Context: an optimization exercise on an open-source flow, tuned for small area, a short achievable clock period and few clock cycles. The choices shown serve that exercise and are no tape-out recipe.
Function was checked by simulation only, so behaviour that the tests miss may differ from the original.
Power is estimated from default activity; no workload was simulated.

Design sprite_atlas_decoder, start of the top module:
module sprite_atlas_decoder (
    input  wire        clk,
    input  wire        rst_n,
    input  wire        cmd_valid,
    output wire        cmd_ready,
    input  wire [31:0] cmd_data,
    output wire        rsp_valid,
    input  wire        rsp_ready,
    output wire [31:0] rsp_data,
    output wire        fill_valid,
    input  wire        fill_ready,
    output wire [31:0] fill_x,
    output wire [31:0] fill_y,
    output wire [15:0] fill_w,
    output wire [15:0] fill_h,
    output wire [15:0] fill_c
);
    localparam [2:0] ST_OK       = 3'd0;
    localparam [2:0] ST_LENGTH   = 3'd1;
    localparam [2:0] ST_HEX      = 3'd2;
    localparam [2:0] ST_RANGE    = 3'd3;
    localparam [2:0] ST_ILLEGAL  = 3'd4;
    localparam [2:0] ST_CAPACITY = 3'd5;
    localparam [3:0] E_IDLE = 4'd0;    
    localparam [3:0] E_L1   = 4'd1;    
    localparam [3:0] E_L2   = 4'd2;    
    localparam [3:0] E_LW   = 4'd6;    
    localparam [3:0] E_D1   = 4'd4;    
  ...
For scale: ~180 I/O pins, about 98000 µm² of cells after synthesis.
Settings: LEC_CHECK=0, CAP_MARGIN=20, CORE_MARGIN=2, CORE_UTILIZATION=50, CTS_CLUSTER_DIAMETER=80, CTS_CLUSTER_SIZE=25, SLEW_MARGIN=20, TNS_END_PERCENT=10; clock period 12.0 ns.
standard.sh (not shown) runs the stock make flow with config.mk's settings and CLKGATE_MAP_FILE= SYNTH_SCRIPT=/design/flow/synth_recipe.tcl, a recipe that flattens the netlist after the stock synthesis.
==> flow/flow/run.sh <==
#!/bin/bash
set -euo pipefail
export SETUP_SLACK_MARGIN=8.5
bash standard.sh > standard_sh.log 2>&1
The starting point completed without violations.
Testbench counts at the start, summed over its fixed seeds: cycles 19,116.
Next try:
--- a/flow/design.v
+++ b/flow/design.v
@@ -352,22 +352,24 @@
     wire copy_r_n = (ld_fin && ld_status == ST_OK) || (copy_r && copy_cnt != 4'd0);
     always @(posedge clk) begin
         if (!rst_n)
             rdy_r <= 1'b1;
         else
             rdy_r <= !cw_v_n || (!st_n[3] && !rsk_v_n && !(copy_r_n && st_n[2] && st_n[1]));
     end
     wire [3:0] pk_oh   = cur_rem & (~cur_rem + 4'd1);
     wire       pk_has  = (cur_rem != 4'd0);
     wire [3:0] rem_aft = cur_rem & ~pk_oh;
     wire       cur_take = (rem_aft == 4'd0);
+    wire [5:0] qa_m4    = qa - 6'd4;
+    wire [5:0] qa_nx    = qa_m4 + ((fq == q_last) ? q_skip : 6'd1);
     wire [1:0] pk_k = pk_oh[1] ? 2'd1 : pk_oh[2] ? 2'd2 : pk_oh[3] ? 2'd3 : 2'd0;
     reg [17:0] pk_kz;
     always @(*) begin
         case (pk_k)
             2'd0: pk_kz = 18'd0;
             2'd1: pk_kz = {2'b0, fz_r};
             2'd2: pk_kz = {1'b0, fz_r, 1'b0};
             default: pk_kz = zoom3_r;
         endcase
     end
     wire [25:0] pk_xs = {{2{cur_xb[22]}}, cur_xb, 1'b1} + {{7'd0, pk_kz} ^ {25{dr_fx}}, dr_fx};
@@ -413,24 +415,23 @@
                             if (fj == j_last) f_more <= 1'b0;
                         end else begin
                             fq <= fq + 3'd1;
                         end
                     end else begin
                         cur_rem <= 4'd0;
                     end
                 end else begin
                     cur_rem <= rem_aft;
                 end
             end
-            qa <= qa - 6'd4 + ((adv && cur_take && f_more) ?
-                               ((fq == q_last) ? q_skip : 6'd1) : 6'd0);
+            qa <= (adv && cur_take && f_more) ? qa_nx : qa_m4;
             if ((st == E_D2) && cmd_fire && !d_err && !d_empty) begin
                 f_more <= 1'b1;
                 qa     <= qa0;
                 fq     <= 3'd0;
                 fj     <= 5'd0;
             end
         end
     end
     assign fill_valid = fv;
     assign fill_x = {{5{fx_r[24]}}, {4{fx_r[23]}}, fx_r[22:0]};
     assign fill_y = {{5{fy_r[23]}}, {4{fy_r[22]}}, fy_r[21], fy_r[21:0]};
Setup slack improved by 0.065 ns.
Register-to-register slack improved by 0.03 ns.
Die area stays flat.
Sequential share of layout area falls by 0.25 points.
Clock power rises slightly.
Clock-buffer cell count rises by 11.
Via count rises slightly.
Critical path depth falls by 13.
Routed wire length falls by a few percent.
Maximum frequency rises slightly.
Core utilization rises by 0.17 points.
Design area rises slightly.
Non-clock buffer count falls by 39.
Power is about the same.
Testbench counts after the change, summed over its fixed seeds: cycles 19,116.

* * *

Another version of the RTL of sprite_atlas_decoder (not shown whole).
Size: about 7000 cells after synthesis, ~2700 flip-flops, ~97000 um^2 of cells after synthesis.
==> flow/design.v (excerpt) <==
module sprite_atlas_decoder (
    input  wire        clk,
    input  wire        rst_n,
    input  wire        cmd_valid,
    output wire        cmd_ready,
    input  wire [31:0] cmd_data,
    output wire        rsp_valid,
    input  wire        rsp_ready,
    output wire [31:0] rsp_data,
    output wire        fill_valid,
    input  wire        fill_ready,
    output wire [31:0] fill_x,
    output wire [31:0] fill_y,
    output wire [15:0] fill_w,
    output wire [15:0] fill_h,
    output wire [15:0] fill_c
);
    localparam [2:0] ST_OK       = 3'd0;
    localparam [2:0] ST_LENGTH   = 3'd1;
    localparam [2:0] ST_HEX      = 3'd2;
    localparam [2:0] ST_RANGE    = 3'd3;
    localparam [2:0] ST_ILLEGAL  = 3'd4;
    localparam [2:0] ST_CAPACITY = 3'd5;
    localparam [3:0] E_IDLE = 4'd0;    
    localparam [3:0] E_L1   = 4'd1;    
    localparam [3:0] E_L2   = 4'd2;    
    localparam [3:0] E_LW   = 4'd6;    
    localparam [3:0] E_D1   = 4'd4;    
    localparam [3:0] E_D2   = 4'd7;    
    localparam [3:0] E_LCHK = 4'd8;    
    localparam [3:0] E_DRUN = 4'd9;    
    reg [3:0] st;
    reg [15:0] zoom_r, dispw_r, disph_r;
    reg [15:0] fz_r;                     
    reg [17:0] zoom3_r;                  
    reg [15:0] bw_r, bh_r;
    reg [2:0]  grid_r;                   
  ...
export LEC_CHECK = 0
export CAP_MARGIN = 20
export CORE_MARGIN = 2
export CORE_UTILIZATION = 60
export CTS_CLUSTER_DIAMETER = 80
export CTS_CLUSTER_SIZE = 25
export SLEW_MARGIN = 20
export TNS_END_PERCENT = 5
create_clock -name core_clock -period 12.0 [get_ports {clk}]
Scripts as last shown in full above: flow/flow/run.sh
Testbench counts at the start, summed over its fixed seeds: cycles 19,116.
Rerun with:
--- a/flow/design.v
+++ b/flow/design.v
@@ -268,24 +268,25 @@
     wire        ld_fin   = (st == E_LCHK) && !s1_v && m_done && !rsk_v;
     atlas_store u_atlas (
         .clk(clk),
         .shift(s1_sh | {4{copy_r}}), .quad(q_out),
         .copy(copy_r),
         .rd_quad(qa), .rd_data(atl_q)
     );
     reg [2:0]  dr_wc, dr_hc;     
     reg        dr_fx, dr_fy;
     reg [3:0]  okn;              
     reg        d_empty;          
     reg [22:0] x0;
+    reg [22:0] y0;               
     function [17:0] mulz;
         input [2:0] m;
         case (m)
             3'd1:    mulz = {2'b0, fz_r};
             3'd2:    mulz = {1'b0, fz_r, 1'b0};
             3'd3:    mulz = zoom3_r;
             default: mulz = {fz_r, 2'b0};
         endcase
     endfunction
     wire [2:0] bws  = bw_r[2:0];
     wire [2:0] bhs  = bh_r[2:0];
     function [3:0] colrow;       
@@ -350,87 +351,88 @@
     wire rsk_v_n  = rsp_v && !rsp_ready && (rsk_v || push_rsp);
     wire copy_r_n = (ld_fin && ld_status == ST_OK) || (copy_r && copy_cnt != 4'd0);
     always @(posedge clk) begin
         if (!rst_n)
             rdy_r <= 1'b1;
         else
             rdy_r <= !cw_v_n || (!st_n[3] && !rsk_v_n && !(copy_r_n && st_n[2] && st_n[1]));
     end
     wire [3:0] pk_oh   = cur_rem & (~cur_rem + 4'd1);
     wire       pk_has  = (cur_rem != 4'd0);
     wire [3:0] rem_aft = cur_rem & ~pk_oh;
     wire       cur_take = (rem_aft == 4'd0);
+    wire [5:0] qa_m4    = qa - 6'd4;
+    wire [5:0] qa_nx    = qa_m4 + ((fq == q_last) ? q_skip : 6'd1);
     wire [1:0] pk_k = pk_oh[1] ? 2'd1 : pk_oh[2] ? 2'd2 : pk_oh[3] ? 2'd3 : 2'd0;
     reg [17:0] pk_kz;
     always @(*) begin
         case (pk_k)
             2'd0: pk_kz = 18'd0;
             2'd1: pk_kz = {2'b0, fz_r};
             2'd2: pk_kz = {1'b0, fz_r, 1'b0};
             default: pk_kz = zoom3_r;
         endcase
     end
     wire [25:0] pk_xs = {{2{cur_xb[22]}}, cur_xb, 1'b1} + {{7'd0, pk_kz} ^ {25{dr_fx}}, dr_fx};
     wire [24:0] pk_x  = pk_xs[25:1];
     assign pk_raw = cur_raw[4*pk_k +: 4];
     wire [15:0] pk_c;
     palette_color_table_lut u_ct_pix (.index(pk_e), .color(pk_c));
     wire [3:0]  rd_opq = {atl_q[15:12] != 4'd0, atl_q[11:8] != 4'd0,
                           atl_q[7:4] != 4'd0, atl_q[3:0] != 4'd0} | {4{ovr_mask[0]}};
     wire        f_rs    = (fq == 3'd0);
     wire        f_first = f_rs && (fj == 5'd0);
     wire [23:0] xb_s    = {cur_xb, 1'b1} + {{5'd0, fz_r, 2'd0} ^ {23{dr_fx}}, dr_fx};
     wire [22:0] xb_step = xb_s[23:1];
-    wire [24:0] y_s     = {cur_y, 1'b1} + {{8'd0, fz_r} ^ {24{dr_fy}}, dr_fy};
+    wire [23:0] y0x     = {y0[22], y0};
+    wire [23:0] y_base  = f_first ? y0x : cur_y;
+    wire [24:0] y_s     = {y_base, 1'b1} + {{8'd0, fz_r} ^ {24{dr_fy}}, dr_fy};
     wire [23:0] y_step  = y_s[24:1];
     wire d_busy = f_more || pk_has;
     wire d_fin  = (st == E_DRUN) && !d_busy && adv && !rsk_v;
     wire [15:0] atl_q;
     always @(posedge clk) begin
         if (!rst_n) begin
             fv      <= 1'b0;
             cur_rem <= 4'd0;
             f_more  <= 1'b0;
         end else begin
             if (adv) begin
                 fv <= pk_has;
                 if (pk_has) begin
                     fx_r <= pk_x;
                     fy_r <= cur_y;
                     fc_r <= pk_c;
                 end
                 if (cur_take) begin
                     if (f_more) begin
                         cur_rem <= rd_opq;
                         cur_raw <= atl_q;
                         cur_xb  <= f_rs ? x0 : xb_step;
-                        if (f_rs && !(f_first && !dr_fy)) cur_y <= y_step;
+                        cur_y   <= (f_first && !dr_fy) ? y0x : (f_rs ? y_step : cur_y);
                         if (fq == q_last) begin
                             fq <= 3'd0;
                             fj <= fj + 5'd1;
                             if (fj == j_last) f_more <= 1'b0;
                         end else begin
                             fq <= fq + 3'd1;
                         end
                     end else begin
                         cur_rem <= 4'd0;
                     end
                 end else begin
                     cur_rem <= rem_aft;
                 end
             end
-            qa <= qa - 6'd4 + ((adv && cur_take && f_more) ?
-                               ((fq == q_last) ? q_skip : 6'd1) : 6'd0);
-            if ((st == E_D1) && cmd_fire)
-                cur_y <= {{8{w[31]}}, w[31:16]} + (dr_fy ? {3'b0, mulz(dr_hc[2:0]), 3'd0} : 24'd0);
+            qa <= (adv && cur_take && f_more) ? qa_nx : qa_m4;
             if ((st == E_D2) && cmd_fire && !d_err && !d_empty) begin
                 f_more <= 1'b1;
                 qa     <= qa0;
                 fq     <= 3'd0;
                 fj     <= 5'd0;
             end
         end
     end
     assign fill_valid = fv;
     assign fill_x = {{5{fx_r[24]}}, {4{fx_r[23]}}, fx_r[22:0]};
     assign fill_y = {{5{fy_r[23]}}, {4{fy_r[22]}}, fy_r[21], fy_r[21:0]};
     assign fill_w = fz_r;
@@ -557,19 +559,20 @@
                 if (ld_status == ST_OK) begin
                     copy_r   <= 1'b1;
                     copy_cnt <= 4'd15;
                     nbase    <= 6'd0 - ld_count[7:2];
                     bw_r     <= ld_bw;
                     bh_r     <= ld_bh;
                     grid_r   <= ld_count[8:6];
                 end
             end
             E_D1: begin
                 if (cmd_fire) begin
                     x0    <= {{7{w[15]}}, w[15:0]} + (dr_fx ? {2'b0, mulz(dr_wc[2:0]), 3'd0} : 23'd0);
+                    y0    <= {{7{w[31]}}, w[31:16]} + (dr_fy ? {2'b0, mulz(dr_hc[2:0]), 3'd0} : 23'd0);
                 end
             end
             default: ;
             endcase
         end
     end
 endmodule
After rerunning:
- The new run ran to the end with no violations
- combinational power drops by about 10%
- core utilization barely changes
- cell area increases by 1.6%
- routed wire length stays flat
- final cell count rises by 0.83%
- sequential share of layout area came out lower by 0.38 points
- register-to-register slack gets better by 320 ps
- via count climbs by 0.80%
- global-route usage came out lower by 1.0 points
- power climbs by 0.68%
- first-iteration DRC count increases by 15%
Testbench counts after the change, summed over its fixed seeds: cycles 19,116.

* * *

Setup of v10:
Another version of the RTL of sprite_atlas_decoder (not shown whole).
Size in the first run: roughly 7100 cells after synthesis, roughly 2700 flip-flops, ~180 I/O pins, roughly 0.099 sq mm of cells after synthesis.
==> flow/config.mk <==
export PLATFORM = sky130hd
export DESIGN_NAME = sprite_atlas_decoder
export DESIGN_NICKNAME = sprite_atlas_decoder
export VERILOG_FILES = /design/flow/design.v
export SDC_FILE = /design/flow/constraint.sdc
export NUM_CORES = 4
export LEC_CHECK = 0
export CAP_MARGIN = 20
export CORE_MARGIN = 2
export CORE_UTILIZATION = 40
export CTS_CLUSTER_DIAMETER = 80
export CTS_CLUSTER_SIZE = 25
export SLEW_MARGIN = 20
==> flow/constraint.sdc <==
create_clock -name core_clock -period 12.0 [get_ports {clk}]
set_input_delay 2.4000 -clock core_clock [delete_from_list [all_inputs] [get_ports {clk}]]
set_output_delay 2.4000 -clock core_clock [all_outputs]
set_load 0.01 [all_outputs]
Scripts as last shown in full above: flow/flow/run.sh
Testbench counts of v10, summed over its fixed seeds: cycles 19,446.
Input-level comparison between v19 and v10:
diff --git a/flow/design.v b/flow/design.v
--- a/flow/design.v
+++ b/flow/design.v
@@ -192,21 +192,21 @@
     wire [3:0]  pk_e;
     wire [15:0] ovr_mask;
     palette_override_mux u_ovr (
         .clk(clk), .rst_n(rst_n),
         .set_en(idle_fire && is_setovr), .set_from(w[15:8]), .set_to(w[23:16]),
         .clr_en(idle_fire && is_clrovr),
         .raw(nxt_raw), .opq(ovr_opq), .pix(pk_raw), .eff(pk_e), .mask(ovr_mask)
     );
     wire       s0_v;             
     wire [2:0] s0_nb;            
-    reg        ld_lastw;         
+    wire       ld_lastw = (ld_left[31:3] == 29'd0) && (ld_left[2:0] <= 3'd4);
     assign s0_v  = (st == E_LW) && cmd_fire;
     assign s0_nb = ld_lastw ? ld_left[2:0] : 3'd4;
     reg [15:0] ld_bw, ld_bh;
     reg [31:0] ld_left;          
     reg [31:0] ld_count;         
     reg        ld_bad;
     reg [1:0]  lo1;              
     reg [15:0] asm_q;            
     reg [14:0] m_hi, m_lo;
     reg [3:0]  m_cnt;
@@ -557,29 +557,27 @@
             end
             E_L1: if (cmd_fire) begin
                 ld_bw <= w[15:0];
                 ld_bh <= w[31:16];
                 m_hi  <= 15'd0;
                 m_lo  <= w[30:16];
                 m_cnt <= 4'd15;
             end
             E_L2: if (cmd_fire) begin
                 ld_left  <= w;
-                ld_lastw <= (w[31:3] == 29'd0) && (w[2:0] <= 3'd4);
                 ld_count <= 32'd0;
                 lo1      <= 2'd0;
                 qc1      <= 2'd0;
                 ld_bad   <= 1'b0;
             end
             E_LW: if (cmd_fire) begin
-                ld_left  <= ld_left - 32'd4;
-                ld_lastw <= (ld_left[31:4] == 28'd0) && (ld_left[3:0] <= 4'd8);
+                ld_left <= ld_left - 32'd4;
             end
             E_LCHK: if (ld_fin) begin
                 if (ld_status == ST_OK) begin
                     copy_r   <= 1'b1;
                     copy_cnt <= 4'd15;
                     nbase    <= 6'd0 - ld_count[7:2];
                     bw_r     <= ld_bw;
                     bh_r     <= ld_bh;
                     grid_r   <= ld_count[8:6];
                 end
Results
v19 vs. v10: number of global-route vias before repair went down, clock slew at the register clock pins of the worst setup and hold paths has remained practically unchanged, count of nets after finishing now smaller.
Between v19 and v10, the sequential cell count figures differ only marginally.
v19 vs v10: number of buffers created by CTS up slightly
In v19 the fraction of the mapped netlist area in compound gates turned out 0.20 points higher than in v10.
Summary of v19 over v10: relative area of clock buffers and inverters in the final design neither gained nor lost much, number of enable-type register cells in the synthesized netlist about even.
Global-route usage in v19 vs v10: down 0.68 points
Looking at minimum setup slack in the final design across both flows, v19 is the weaker of the two, with v10 ahead.
v19 gives more worst hold slack after final layout than v10 did.
Clock-buffer cell count delta for v19 relative to v10: 8 higher
Leakage power summed over all cells grows slightly when moving from v10 to v19.
Testbench counts of v19, summed over its fixed seeds: cycles 19,446.

==> afterwards: timing with drivers on the ports <==
Ports are ideal in the flow. The routed layouts listed here were re-timed in OpenROAD. Step 1 assumes that a clkbuf_16 drives the clock port and a buf_2 every other input. Step 2 moves the port delays by t, midway between the first and last clock arrival at a register: inputs arrive t later, outputs are due t later. That takes back most of the time a late clock gives input paths. Slacks: no drivers / after step 1 / after step 2; pairs: no drivers / after step 1.
| run | shift t [ns] | setup slack, ns | hold WS [ns] | worst setup path at the end | latest minus earliest clock arrival (ns) |
|---|---|---|---|---|---|
| the first run of note 1 | 0.903 | 7.939 / 7.904 / 7.054 | 0.332 / 0.332 / 0.332 | input to register | 0.055 / 0.055 |
| the second run of note 1 | 0.893 | 8.004 / 7.928 / 7.405 | 0.347 / 0.347 / 0.347 | input to register | 0.057 / 0.057 |
| the first run of note 2 | 0.859 | 7.716 / 7.716 / 7.041 | 0.328 / 0.328 / 0.328 | input to register | 0.054 / 0.054 |
| the second run of note 2 | 0.877 | 7.975 / 7.895 / 7.539 | 0.341 / 0.341 / 0.341 | input to register | 0.054 / 0.055 |
| v10 | 0.921 | 8.027 / 7.934 / 7.161 | 0.333 / 0.333 / 0.333 | input to register | 0.064 / 0.064 |
| v19 | 0.911 | 7.932 / 7.886 / 6.996 | 0.341 / 0.341 / 0.341 | input to register | 0.052 / 0.051 |
After both steps every run listed still meets setup and hold. The setup slack of v19, which loses most, moves by -0.046 ns with the drivers and by -0.936 ns with both steps.
